What follows belongs to an exercise in optimizing a design on an open flow for small area, a short achievable clock period and few clock cycles per item; a production flow would make more cautious choices. Function was not checked in any run shown here: the RTL went through the layout flow alone. Power and IR drop assume default switching activity.

==> flow/design.v <==
module sprite_tiles #(
    parameter signed [11:0] VIS_MIN_X = 12'sd0,
    parameter signed [11:0] VIS_MAX_X = 12'sd255,
    parameter signed [11:0] VIS_MIN_Y = 12'sd0,
    parameter signed [11:0] VIS_MAX_Y = 12'sd223
) (
    input  wire        clk,
    input  wire        rst,
    input  wire        in_valid,
    output wire        in_ready,
    input  wire [15:0] in_size,
    input  wire [7:0]  in_zoomx,
    input  wire [7:0]  in_zoomy,
    input  wire [8:0]  in_x,
    input  wire [8:0]  in_y,
    input  wire [15:0] in_code,
    input  wire [15:0] in_attr,
    input  wire [3:0]  in_pri_a,
    input  wire [3:0]  in_pri_b,
    input  wire        in_high_only,
    output reg         out_valid,
    input  wire        out_ready,
    output wire [15:0] out_tile,
    output wire [11:0] out_x,
    output wire [11:0] out_y,
    output wire [5:0]  out_w,
    output wire [5:0]  out_h,
    output wire [19:0] out_dx,
    output wire [19:0] out_dy,
    output wire        out_fx,
    output wire        out_fy,
    output wire [4:0]  out_color,
    output wire        out_last
);
    localparam [64*20-1:0] RB = {
        64'h0000000000000004,
        64'h0000000000000078,
        64'h0000000000007f80,
        64'h000000007fff8198,
        64'h7fffffff80078600,
        64'h800001ff80799818,
        64'h8001fe0787980780,
        64'h807e1e1999fe0198,
        64'h8786666001861e00,
        64'h999e007806798018,
        64'h0079ff9e01818780,
        64'h019f819e19e79998,
        64'h061fe07f86060600,
        64'h0061806180780018,
        64'h1998660180001f80,
        64'h819998199fff8198,
        64'h87e667e6001f8600,
        64'h81999ffe00799818,
        64'h8001fe0607800780,
        64'h99e7800019fe0198
    };
    function [19:0] recip(input [5:0] z);
        integer b;
        for (b = 0; b < 20; b = b + 1) recip[b] = RB[64*b + z];
    endfunction
    reg        idle;             
    reg        sety;             
    reg        setx;             
    reg [3:0]  xm1;              
    reg [3:0]  cc;               
    reg [3:0]  rr;               
    reg [7:0]  zx, zy;
    reg [8:0]  x0;
    reg [15:0] tile;
    reg [13:0] xa, ya;           
    reg        fx, fy;
    reg [4:0]  color;
    assign in_ready = idle;
    wire [3:0] pri    = in_attr[11:8];
    wire       pri_ok = ((in_pri_a <= pri) && (pri <= in_pri_b)) ||
                        ((in_pri_b <= pri) && (pri <= in_pri_a));
    wire       qskip  = in_size[15] || (in_zoomx[7:3] == 5'd0) || (in_zoomy[7:3] == 5'd0) ||
                        !pri_ok || (in_high_only && !in_attr[4]) ||
                        in_y[8] || (in_y == 9'd0);
    wire        last_c = (cc == 4'd0);
    wire        last_r = (rr == 4'd0);
    wire [13:0] xsum  = xa + {6'd0, zx};
    wire [13:0] ysum  = sety ? ya - {6'd0, zy} : ya + {6'd0, zy};
    wire        x_in  = !xsum[13] && (xsum[12:3] != 10'd0);     
    wire        y_in  = $signed(ysum) <= 14'sd1791;             
    wire [4:0]  xnum  = {1'b0, xm1} + 5'd1;
    wire [5:0]  span  = {1'b0, xm1, 1'b1};                      
    wire        sneg  = (last_c && fx != fy) ? fy : fx;
    wire [5:0]  smag  = (last_c && fx != fy) ? span : 6'd1;
    wire [15:0] step  = sety ? (last_c ? {12'd0, xm1 & {4{fx}}} : {11'd0, xnum & {5{fy}}}) :
                        sneg ? -{10'd0, smag} : {10'd0, smag};
    wire [15:0] tsum  = tile + step;
    always @(posedge clk) begin
        if (rst) begin
            idle      <= 1'b1;
            sety      <= 1'b0;
            setx      <= 1'b0;
            out_valid <= 1'b0;
        end else if (idle) begin
            if (in_valid && !qskip) begin
                idle <= 1'b0;
                sety <= 1'b1;
            end
        end else if (sety) begin
            if (last_c) begin
                sety      <= 1'b0;
                setx      <= y_in && x0[8];
                out_valid <= y_in && !x0[8];
                idle      <= !y_in;
            end
        end else if (setx) begin
            if (x_in || last_c) begin
                setx      <= 1'b0;
                out_valid <= x_in;
                idle      <= !x_in;
            end
        end else if (out_ready) begin
            if (last_c && last_r) begin
                out_valid <= 1'b0;
                idle      <= 1'b1;
            end
        end
    end
    always @(posedge clk) begin
        if (idle) begin
            xm1   <= in_size[3:0];
            cc    <= in_size[7:4];
            rr    <= in_size[7:4];
            zx    <= in_zoomx;
            zy    <= in_zoomy;
            x0    <= in_x;
            tile  <= in_code;
            xa    <= {{2{in_x[8]}}, in_x, 3'b000};
            ya    <= {{2{in_y[8]}}, in_y, 3'b000};
            fx    <= in_attr[6];
            fy    <= in_attr[7];
            color <= in_attr[4:0];
        end else if (sety) begin
            ya   <= ysum;
            tile <= tsum;
            cc   <= last_c ? xm1 : cc - 4'd1;
        end else if (setx) begin
            xa   <= x_in ? {{2{x0[8]}}, x0, 3'b000} : xsum;
            cc   <= x_in ? xm1 : cc - 4'd1;
        end else if (out_ready) begin
            tile <= tsum;
            if (last_c) begin
                cc <= xm1;
                rr <= rr - 4'd1;
                xa <= {{2{x0[8]}}, x0, 3'b000};
                ya <= ysum;
            end else begin
                cc <= cc - 4'd1;
                xa <= xsum;
            end
        end
    end
    assign out_tile  = tile;
    assign out_x     = {xa[13], xa[13:3]};
    assign out_y     = {ya[13], ya[13:3]};
    assign out_w     = {1'b0, zx[7:3]} + {5'd0, zx[2]} + 6'd1;
    assign out_h     = {1'b0, zy[7:3]} + {5'd0, zy[2]} + 6'd1;
    assign out_dx    = recip(zx[7:2]);
    assign out_dy    = recip(zy[7:2]);
    assign out_fx    = fx;
    assign out_fy    = fy;
    assign out_color = color;
    assign out_last  = last_c && last_r;
endmodule
==> flow/run.sh <==
#!/bin/bash
# synth_recipe.tcl (not shown) runs the flow's synth.tcl, then flattens the netlist and writes it again
# the make line also repeats each setting of config.mk as NAME=value (left out here)
make -C /OpenROAD-flow-scripts/flow DESIGN_CONFIG=/design/flow/config.mk WORK_HOME=/design/flow/orfs CLKGATE_MAP_FILE= SYNTH_SCRIPT=/design/flow/synth_recipe.tcl finish
==> flow/config.mk <==
export PLATFORM = sky130hd
export DESIGN_NAME = sprite_tiles
export DESIGN_NICKNAME = sprite_tiles
export VERILOG_FILES = /design/flow/design.v
export SDC_FILE = /design/flow/constraint.sdc
export NUM_CORES = 4
export LEC_CHECK = 0
export ABC_CLOCK_PERIOD_IN_PS = 3000
export CAP_MARGIN = 20
export CORE_MARGIN = 2
export CORE_UTILIZATION = 40
export PLACE_DENSITY = 0.6
export SETUP_SLACK_MARGIN = 5
export SLEW_MARGIN = 20
==> flow/constraint.sdc <==
create_clock -name core_clock -period 10.0 [get_ports {clk}]
set_input_delay 2.0000 -clock core_clock [delete_from_list [all_inputs] [get_ports {clk}]]
set_output_delay 2.0000 -clock core_clock [all_outputs]
set_load 0.01 [all_outputs]
==> run summary, run 1 <==
status=no timing/DRC/antenna violations; Overall Power=1505 uW; Pwr Density=135.4 nW/um2; Tcrit/Tclk final=48.63%; largest net degree at the start of global routing=77; FMAX=0.2056 GHz; Crit Path Class=register to output port; fin cells=1491; P_sw=532.8 uW; # hold bufs at CTS=0; Vias/cell=5.531; share of cells above drive strength 1=7.927%; max-cap viol count=0; Post-Synthesis Cells=1076; Die H=152.3 um; Cell Area, Placed=10610 um2; area share of the largest cell type after synthesis=28.01%; TritonCTS clock tree=yes; reg2reg start=cc[0]; Mean Syn Cell Area=8.171 um2; commonest register cell after synthesis=edfxtp_1; mean routed wirelength per cell=16.10 um; port bufs=184; initial antenna violation count=0; worst slew pin tran=1.000 ns; post-route setup TNS=0 ns; sequential fraction of the synthesis area=30.28%; final std cell area, no fill=11110 um2; placed instance count=1458; Max stage delay cell, worst path=edfxtp_1; core area=21690 um2; max_slew headroom=33.33%; crit path buf inv count=3; Slew Viols, Final=0; Total Routing Usage GR=20.36%; Starting Density=40.54%; clock net sink count=92; switching share of power=35.41%; R2R Setup Slk=5.55 ns; Hold Vio Cnt, Final=0; met1 GRT Util=27.79%; Reg power frac=32.6%; dominant cell type by area after synthesis=edfxtp_1; clock share of power=23.6%; chip width=152.3 um; commonest non-fill, non-tap cells in the layout=184 x clkdlybuf4s50_1, 128 x nand2_1, 101 x nor2_1; Post-synth EDFFs=82; post-route minimum period=4.863 ns; root buf cell=clkbuf_16; crit-path cells=inv_2 > ha_4 > inv_1 > ha_1 > or3_1 > a32o_1 > a221o_1 > clkdlybuf4s50_1; # DRC=0; Routability Congestion=0.8969; Crit. path cell count=8; Area contributors post-synth=edfxtp_1 28%, ha_1 9.4%, nand2_1 5.5%; Clk Latency, worst-skew pair=0.36 ns; crit path DAT=2.86 ns; Top delay family on crit path=buffers and inverters; CP Max Fanout=5; CP startpoint=zy[3]; grt total ovfl=0; worst vdd ir=0.07818 mV; number of fillers in the final layout=2074; # rows=54; final setup violation count=0; Antenna Cells=0; dpl hpwl=17660 um; Max Clock Skew=0.01383 ns; clock buffer count from CTS=9; CTS max path bufs=2; RSZ-0062 raised after global routing=no; GR Util met2=33.27%; synthesized area=8792 um2; vias in the first global route=7665; final antenna-violating net count=0; first-pass GRT wire length=39460 um; worst min path class=register to register; die area=23180 um2; area growth from synthesis to layout=26.37%; combinational power share=43.9%; Worst R2R Path Depth=16; Distinct cells, synth=91; Critical Path RT=8.00 ns; CP startpoint kind=register; crit-path max cell delay=0.48 ns; drt total wl=24000 um; H-tree depth=3; synthesized flop and latch total=92; Net Count, Synth=1240; Critical Path End Type=output port; vias after detailed routing=8246; Critical Path Sink=out_dy[0]; clk slew on worst S/H paths=0.06 ns; GR peak layer=met2; DR iter-0 viols=564; Reg-to-Reg End=tile[14]; Yosys warning count=1; Leakage=0.004404 uW; Async SR Flop Fraction=0%; commonest non-fill, non-tap cell in the layout=clkdlybuf4s50_1; Nets=1370; Min Hold Slack=0.4937 ns; First-pass DRT Iterations=5; met3 Use GR=3.299%; Pint=971.8 uW; Top-Level Pins=197
## through the flow
step	setup WS, ns	utilization [%]
floorplan	5.861	-
global placement	4.930	48.92
detailed placement	4.911	48.92
CTS	4.975	50.68
global route	5.004	51.23
finish	5.137	51.23
## logic make-up after synthesis
family          synth area share (%)
compound gates                 25.16
fa+ha+maj                      10.08
buf+inv                        7.044
xor+xnor                       5.877
mux                            2.533
flops                          30.28
simple gates                   19.03
## layer usage
| layer | wire length, um | part of all wire [%] |
|---|---|---|
| met4 | 501 | 2.1 |
| met3 | 1154 | 4.8 |
| met2 | 11310 | 47 |
| met5 | 0 | 0 |
| met1 | 11040 | 46 |
## flip-flops by register name (all words and copies together) (netlist names)
signal and flops:
rr 4, fy 1, ya 14, xa 14, tile 16, cc 4, out_valid 1, idle 1
fx 1, zy 8, x0 9, setx 1, color 5, xm1 4, sety 1, zx 8
## synthesized netlist by cell type (4+ instances only)
| cell type | count |
|---|---|
| o21bai_1 | 4 |
| a22oi_1 | 6 |
| nor3_1 | 27 |
| mux2i_1 | 11 |
| nand2b_1 | 10 |
| buf_1 | 9 |
| a21oi_1 | 76 |
| nand3_1 | 34 |
| nand2_1 | 128 |
| mux2_2 | 8 |
| o31ai_1 | 8 |
| and2_1 | 4 |
| o211ai_1 | 9 |
| a31oi_1 | 19 |
| a22o_1 | 11 |
| a221o_1 | 4 |
| or3_1 | 5 |
| xnor2_1 | 32 |
| inv_1 | 47 |
| ha_1 | 66 |
| nor4_1 | 4 |
| o21ai_0 | 93 |
| and3_1 | 9 |
| a211o_1 | 5 |
| xor2_1 | 27 |
| nor2_1 | 104 |
| or2_2 | 7 |
| o21a_1 | 4 |
| o221ai_1 | 5 |
| a211oi_1 | 10 |
| nor2b_1 | 13 |
| o21ai_1 | 9 |
| clkbuf_1 | 52 |
| a21o_1 | 8 |
| edfxtp_1 | 82 |
| o22ai_1 | 7 |
| buf_4 | 26 |
| dfxtp_1 | 10 |
## how the worst min path moves through the flow
stage | to | from | depth (start not counted) | slack (ns)
floorplan | xa[0] | xa[0] | 1 | 0.45
global placement | xa[2] | xa[2] | 1 | 0.47
detailed placement | xa[2] | xa[2] | 1 | 0.47
CTS | xa[2] | xa[2] | 1 | 0.50
global route | xa[2] | xa[2] | 1 | 0.51
finish | xa[0] | xa[0] | 1 | 0.49
## layout make-up
type                    instances  area, um2  area share, %
clock buffers                  10      229.0          2.061
multi-input cells             846       5578          50.20
clock inverters                 6      71.32         0.6419
well taps                     280      350.3          3.153
flip-flops and latches         92       2666          24.00
repair inverters                1      5.005        0.04504
repair buffers                208       2022          18.20
inverters                      48      188.9          1.700
## repair_timing
item	CTS	global route
gates cloned	0	1
setup buffers	4	12
gates resized for setup	12	8
setup endpoints to repair	22	15
pin swaps	0	1
## power groups by stage
| stage | logic [uW] | registers, uW | clock network [uW] |
|---|---|---|---|
| 2_1_floorplan | 433 | 493 | 0 |
| 3_3_place_gp | 632 | 502 | 0 |
| 3_5_place_dp | 638 | 502 | 0 |
| 4_1_cts | 652 | 491 | 365 |
| 5_1_grt | 731 | 496 | 379 |
| 6_report | 660 | 490 | 354 |
==> inputs of run 2 (changes only) <==
--- a/flow/design.v
+++ b/flow/design.v
@@ -60,6 +60,5 @@
     endfunction
     reg        idle;             
-    reg        sety;             
-    reg        setx;             
+    reg        setup;            
     reg [3:0]  xm1;              
     reg [3:0]  cc;               
@@ -78,41 +77,45 @@
                         !pri_ok || (in_high_only && !in_attr[4]) ||
                         in_y[8] || (in_y == 9'd0);
-    wire        last_c = (cc == 4'd0);
-    wire        last_r = (rr == 4'd0);
-    wire [13:0] xsum  = xa + {6'd0, zx};
-    wire [13:0] ysum  = sety ? ya - {6'd0, zy} : ya + {6'd0, zy};
-    wire        x_in  = !xsum[13] && (xsum[12:3] != 10'd0);     
-    wire        y_in  = $signed(ysum) <= 14'sd1791;             
+    wire       last_c = (cc == 4'd0);
+    wire       last_r = (rr == 4'd0);
+    wire [13:0] xsum = xa + {6'd0, zx}
+                     + {6'd0, zx & {8{setup & xm1[0]}}}
+                     + {5'd0, zx & {8{setup & xm1[1]}}, 1'b0}
+                     + {4'd0, zx & {8{setup & xm1[2]}}, 2'b00}
+                     + {3'd0, zx & {8{setup & xm1[3]}}, 3'b000};
+    wire [13:0] ysum = ya + ({6'd0, zy} ^ {14{setup}})
+                     + ({6'd0, zy & {8{setup & rr[0]}}} ^ {14{setup}})
+                     + ({5'd0, zy & {8{setup & rr[1]}}, 1'b0} ^ {14{setup}})
+                     + ({4'd0, zy & {8{setup & rr[2]}}, 2'b00} ^ {14{setup}})
+                     + ({3'd0, zy & {8{setup & rr[3]}}, 3'b000} ^ {14{setup}})
+                     + {11'd0, setup, 1'b0, setup};
     wire [4:0]  xnum  = {1'b0, xm1} + 5'd1;
-    wire [5:0]  span  = {1'b0, xm1, 1'b1};                      
+    wire [5:0]  span  = {1'b0, xm1, 1'b1};                   
     wire        sneg  = (last_c && fx != fy) ? fy : fx;
     wire [5:0]  smag  = (last_c && fx != fy) ? span : 6'd1;
-    wire [15:0] step  = sety ? (last_c ? {12'd0, xm1 & {4{fx}}} : {11'd0, xnum & {5{fy}}}) :
+    wire [15:0] step  = setup ? {11'd0, xm1 & {4{fx}}} :
                         sneg ? -{10'd0, smag} : {10'd0, smag};
-    wire [15:0] tsum  = tile + step;
+    wire        fyr   = setup & fy;
+    wire [15:0] tsum  = tile + step
+                      + {11'd0, xnum & {5{fyr & rr[0]}}}
+                      + {10'd0, xnum & {5{fyr & rr[1]}}, 1'b0}
+                      + {9'd0,  xnum & {5{fyr & rr[2]}}, 2'b0}
+                      + {8'd0,  xnum & {5{fyr & rr[3]}}, 3'b0};
+    wire        meets = !xsum[13] && (xsum[12:3] != 10'd0) &&
+                        ($signed(ysum) <= 14'sd1791);
     always @(posedge clk) begin
         if (rst) begin
             idle      <= 1'b1;
-            sety      <= 1'b0;
-            setx      <= 1'b0;
+            setup     <= 1'b0;
             out_valid <= 1'b0;
         end else if (idle) begin
             if (in_valid && !qskip) begin
-                idle <= 1'b0;
-                sety <= 1'b1;
+                idle  <= 1'b0;
+                setup <= 1'b1;
             end
-        end else if (sety) begin
-            if (last_c) begin
-                sety      <= 1'b0;
-                setx      <= y_in && x0[8];
-                out_valid <= y_in && !x0[8];
-                idle      <= !y_in;
-            end
-        end else if (setx) begin
-            if (x_in || last_c) begin
-                setx      <= 1'b0;
-                out_valid <= x_in;
-                idle      <= !x_in;
-            end
+        end else if (setup) begin
+            setup <= 1'b0;
+            if (meets) out_valid <= 1'b1;
+            else       idle      <= 1'b1;
         end else if (out_ready) begin
             if (last_c && last_r) begin
@@ -125,5 +128,5 @@
         if (idle) begin
             xm1   <= in_size[3:0];
-            cc    <= in_size[7:4];
+            cc    <= in_size[3:0];
             rr    <= in_size[7:4];
             zx    <= in_zoomx;
@@ -136,21 +139,11 @@
             fy    <= in_attr[7];
             color <= in_attr[4:0];
-        end else if (sety) begin
-            ya   <= ysum;
+        end else if (setup || out_ready) begin
             tile <= tsum;
-            cc   <= last_c ? xm1 : cc - 4'd1;
-        end else if (setx) begin
-            xa   <= x_in ? {{2{x0[8]}}, x0, 3'b000} : xsum;
-            cc   <= x_in ? xm1 : cc - 4'd1;
-        end else if (out_ready) begin
-            tile <= tsum;
-            if (last_c) begin
-                cc <= xm1;
-                rr <= rr - 4'd1;
-                xa <= {{2{x0[8]}}, x0, 3'b000};
-                ya <= ysum;
-            end else begin
-                cc <= cc - 4'd1;
-                xa <= xsum;
+            if (setup || last_c) ya <= ysum;
+            if (!setup) begin
+                cc <= last_c ? xm1 : cc - 4'd1;
+                xa <= last_c ? {{2{x0[8]}}, x0, 3'b000} : xsum;
+                if (last_c) rr <= rr - 4'd1;
             end
         end
--- a/flow/config.mk
+++ b/flow/config.mk
@@ -6,9 +6,7 @@
 export NUM_CORES = 4
 export LEC_CHECK = 0
-export ABC_CLOCK_PERIOD_IN_PS = 3000
 export CAP_MARGIN = 20
 export CORE_MARGIN = 2
 export CORE_UTILIZATION = 40
 export PLACE_DENSITY = 0.6
-export SETUP_SLACK_MARGIN = 5
 export SLEW_MARGIN = 20
==> run 2 against run 1 <==
Net effect:
- sequential share of layout area is 4.0 points lower
- synthesized cell count rose by 16%
- via count is 12% higher
- design area is 19% higher
- worst setup slack got worse by 0.93 ns
- wire length rose by 19%
- flip-flop and latch count decreased by 1
- synthesized area up 26%
==> run summary, run 2 <==
status=no timing/DRC/antenna violations; Routed met1 length=13540 um (+23%); chip width=170.1 um (+12%); max reg flops=16 (unchanged); met3 wire length=1559 um (+35%); grt total ovfl=0 (unchanged); max-cap viol count=0 (unchanged); Nets=1640 (+20%); RSZ-0062 raised after global routing=no; Tcrit/Tclk final=57.98% (+9.3 points); dpl hpwl=21930 um (+24%); # rows=60 (+11%); crit path DAT=6.05 ns (+3.19 ns); Pwr Density=167.2 nW/um2 (+23%); Routability Congestion=0.8746 (-2.5%); First-pass DRT Iterations=5 (unchanged); post-route setup TNS=0 ns (unchanged); Mean Syn Cell Area=8.883 um2 (+8.7%); area growth from synthesis to layout=19.69%; Crit Path Class=register to register; Critical Path End Type=register; cell with the most instances after synthesis=nand2_1; placed instance count=1675 (+15%); number of fillers in the final layout=2598 (+25%); Max stage delay cell, worst path=dfxtp_2; Top Layer Used=met4; Leakage=0.005669 uW (+29%); Net Count, Synth=1538 (+24%); crit-path max cell delay=0.60 ns (+0.12 ns); Register Area=2648 um2 (-0.70%); Starting Density=40.86% (+0.32 points); dominant cell type by area after synthesis=edfxtp_1; Slew Viols, Final=0 (unchanged); post-CTS setup repair buffer count=0 (-4); worst min path class=register to register; core area=27030 um2 (+25%); Top-Level Pins=197 (unchanged); die area=28950 um2 (+25%); PostCTS Resize Cnt=0 (-12); FMAX=0.1725 GHz (-16%); first-pass GRT wire length=46290 um (+17%); DR iter-0 viols=887 (+57%); vias in the first global route=8868 (+16%); worst vdd ir=0.08787 mV (+12%); # DRC=0 (unchanged); final std cell area, no fill=13220 um2 (+19%); synthesized flop and latch total=91 (-1.1%); clk slew on worst S/H paths=0.07 ns (about the same); combinational power share=58.3% (+14 points); TritonCTS clock tree=yes; CP Max Fanout=62 (+57); Clk Latency, worst-skew pair=0.36 ns (about the same); root buf cell=clkbuf_16; CP startpoint kind=register; largest net degree at the start of global routing=63 (-18%); Critical Path RT=10.25 ns (+2.25 ns); worst slew pin tran=0.9983 ns (-0.001793 ns); Hold Vio Cnt, Final=0 (unchanged); clock net sink count=91 (-1.1%); switching share of power=42.60% (+7.2 points); Biggest register=tile; share of cells above drive strength 1=4.444% (-3.5 points); initial antenna violation count=2 (+2); # hold bufs at CTS=0 (unchanged); clock share of power=16.6% (-7.0 points); max_slew headroom=33.44% (+0.12 points); Cell Area, Placed=12900 um2 (+22%); clock buffer count from CTS=9 (unchanged); top cells by count, synth=127 x nand2_1, 123 x ha_1, 102 x nor2_1, 93 x inv_1, 84 x o21ai_0; P_sw=941.4 uW (+77%); Pint=1269 uW (+31%); crit-path most repeated cell=fa_1; Die H=170.1 um (+12%); Yosys warning count=1 (unchanged); Vias/cell=5.462 (-1.2%); final antenna-violating net count=0 (unchanged); Max Clock Skew=0.008343 ns (-0.005491 ns); crit-path cells=buf_4 > a21boi_0 > fa_1 > fa_1 > fa_1 > inv_1 > fa_1 > inv_1 > ha_1 > fa_1 > a21o_1 > a21oi_2 > o211ai_1 > o311a_1 > nor3b_1 > o31ai_2 > a32o_1; WL met2=13100 um (+16%); area of the multi-input gates=7552 um2 (+35%); drt total wl=28570 um (+19%); commonest register cell after synthesis=edfxtp_1; Total Routing Usage GR=19.91% (-0.45 points); Reg power frac=25.1% (-7.5 points); sequential fraction of the synthesis area=23.93% (-6.4 points); CTS max path bufs=2 (unchanged); Post-Synthesis Cells=1243 (+16%); Area contributors post-synth=edfxtp_1 22%, fa_1 14%, ha_1 14%; Distinct cells, synth=77 (-15%); vias after detailed routing=9247 (+12%); H-tree depth=3 (unchanged); Post-synth EDFFs=82 (unchanged); Min Hold Slack=0.4703 ns (-0.02340 ns); area share of the largest cell type after synthesis=22.30% (-5.7 points); final setup violation count=0 (unchanged); mean routed wirelength per cell=16.87 um (+4.8%); fin cells=1693 (+14%); Regs by FF count=tile x16, xa x14, ya x14; port bufs=184 (unchanged); synthesized area=11040 um2 (+26%); Async SR Flop Fraction=0% (unchanged); commonest non-fill, non-tap cell in the layout=clkdlybuf4s50_1; post-route minimum period=5.798 ns (+0.9347 ns); Overall Power=2210 uW (+47%); commonest non-fill, non-tap cells in the layout=184 x clkdlybuf4s50_1, 127 x nand2_1, 123 x ha_1
-- run 2: worst paths after layout --
check         from         to  slack, ns  cells past startpoint
min          xa[0]      xa[0]       0.47                      2
min reg2reg  xa[0]      xa[0]       0.47                      2
max          setup  out_valid       4.20                     17
max reg2reg  setup  out_valid       4.20                     17
-- run 2: cells by family (layout without fill, tap and decap cells) --
logic type               after synthesis  after routing  synth area share [%]
AND/OR/NAND/NOR                      362            362                 15.05
AO/OA/AOI/OAI                        308            308                 18.33
adder cells (fa/ha/maj)              200            200                 27.90
buffers and inverters                200            307                 7.728
flip-flops                            91             91                 23.93
XOR/XNOR                              59             59                 4.680
multiplexers                          23             23                 2.379
other                                  0              2                     0
-- run 2: metal layers --
| metal | up-vias | global-route usage (%) |
|---|---|---|
| met2 | 261 | 31.39 |
| met3 | 21 | 3.209 |
| met1 | 4408 | 28.72 |
| met4 | 0 | 4.496 |
| li1 | 4557 | - |
| met5 | - | 0 |
-- run 2: power by group through the flow --
stage / combinational (uW) / sequential, uW / clock (uW)
6_report: 1290 / 555 / 367
3_3_place_gp: 1270 / 564 / 0
4_1_cts: 1300 / 556 / 381
2_1_floorplan: 931 / 531 / 0
5_1_grt: 1460 / 565 / 389
3_5_place_dp: 1290 / 564 / 0
-- run 2: per-stage QoR --
stage	util (%)	setup WS, ns
3_3_place_gp	47.72	3.946
5_1_grt	48.88	3.835
2_1_floorplan	-	4.580
6_report	48.90	4.202
3_5_place_dp	47.72	3.956
4_1_cts	48.86	3.912
-- run 2: critical path: cells and delay by family (launching register included) --
family / cells / cell delay [ns]
AND/OR/NAND/NOR: 1 / 0.32
buffers and inverters: 3 / 0.63
AO/OA/AOI/OAI: 7 / 1.47
flip-flops: 1 / 0.60
adder cells (fa/ha/maj): 6 / 2.67
-- run 2: cell type report --
type / instances / share of cell area [%]
multi-input cells: 952 / 57.14
flip-flops and latches: 91 / 20.03
repair buffers: 193 / 14.45
well taps: 341 / 3.228
inverters: 98 / 2.783
clock buffers: 9 / 1.704
clock inverters: 7 / 0.6248
diodes: 2 / 0.03787

re-timing with driven ports:
How much do the figures lean on ideal ports? The routed layouts below were timed once more, with nothing changed but the port constraints. Step 1 assumes that a clkbuf_16 drives the clock port and a buf_2 every other input. Step 2 times the ports against the registers' clock, not the clock port: input delays grow and output delays shrink by t, the midpoint of the rising clock arrivals with the driver on. Slacks: no drivers / after step 1 / after step 2; pairs: no drivers / after step 1.
run | t (ns) | setup slack, ns | hold WS [ns] | latest minus earliest clock arrival (ns)
run 1 | 0.395 | 5.137 / 5.093 / 5.488 | 0.494 / 0.494 / 0.494 | 0.014 / 0.014
run 2 | 0.393 | 4.202 / 4.178 / 4.202 | 0.470 / 0.470 / 0.470 | 0.011 / 0.012
After both steps every run listed still meets setup and hold.
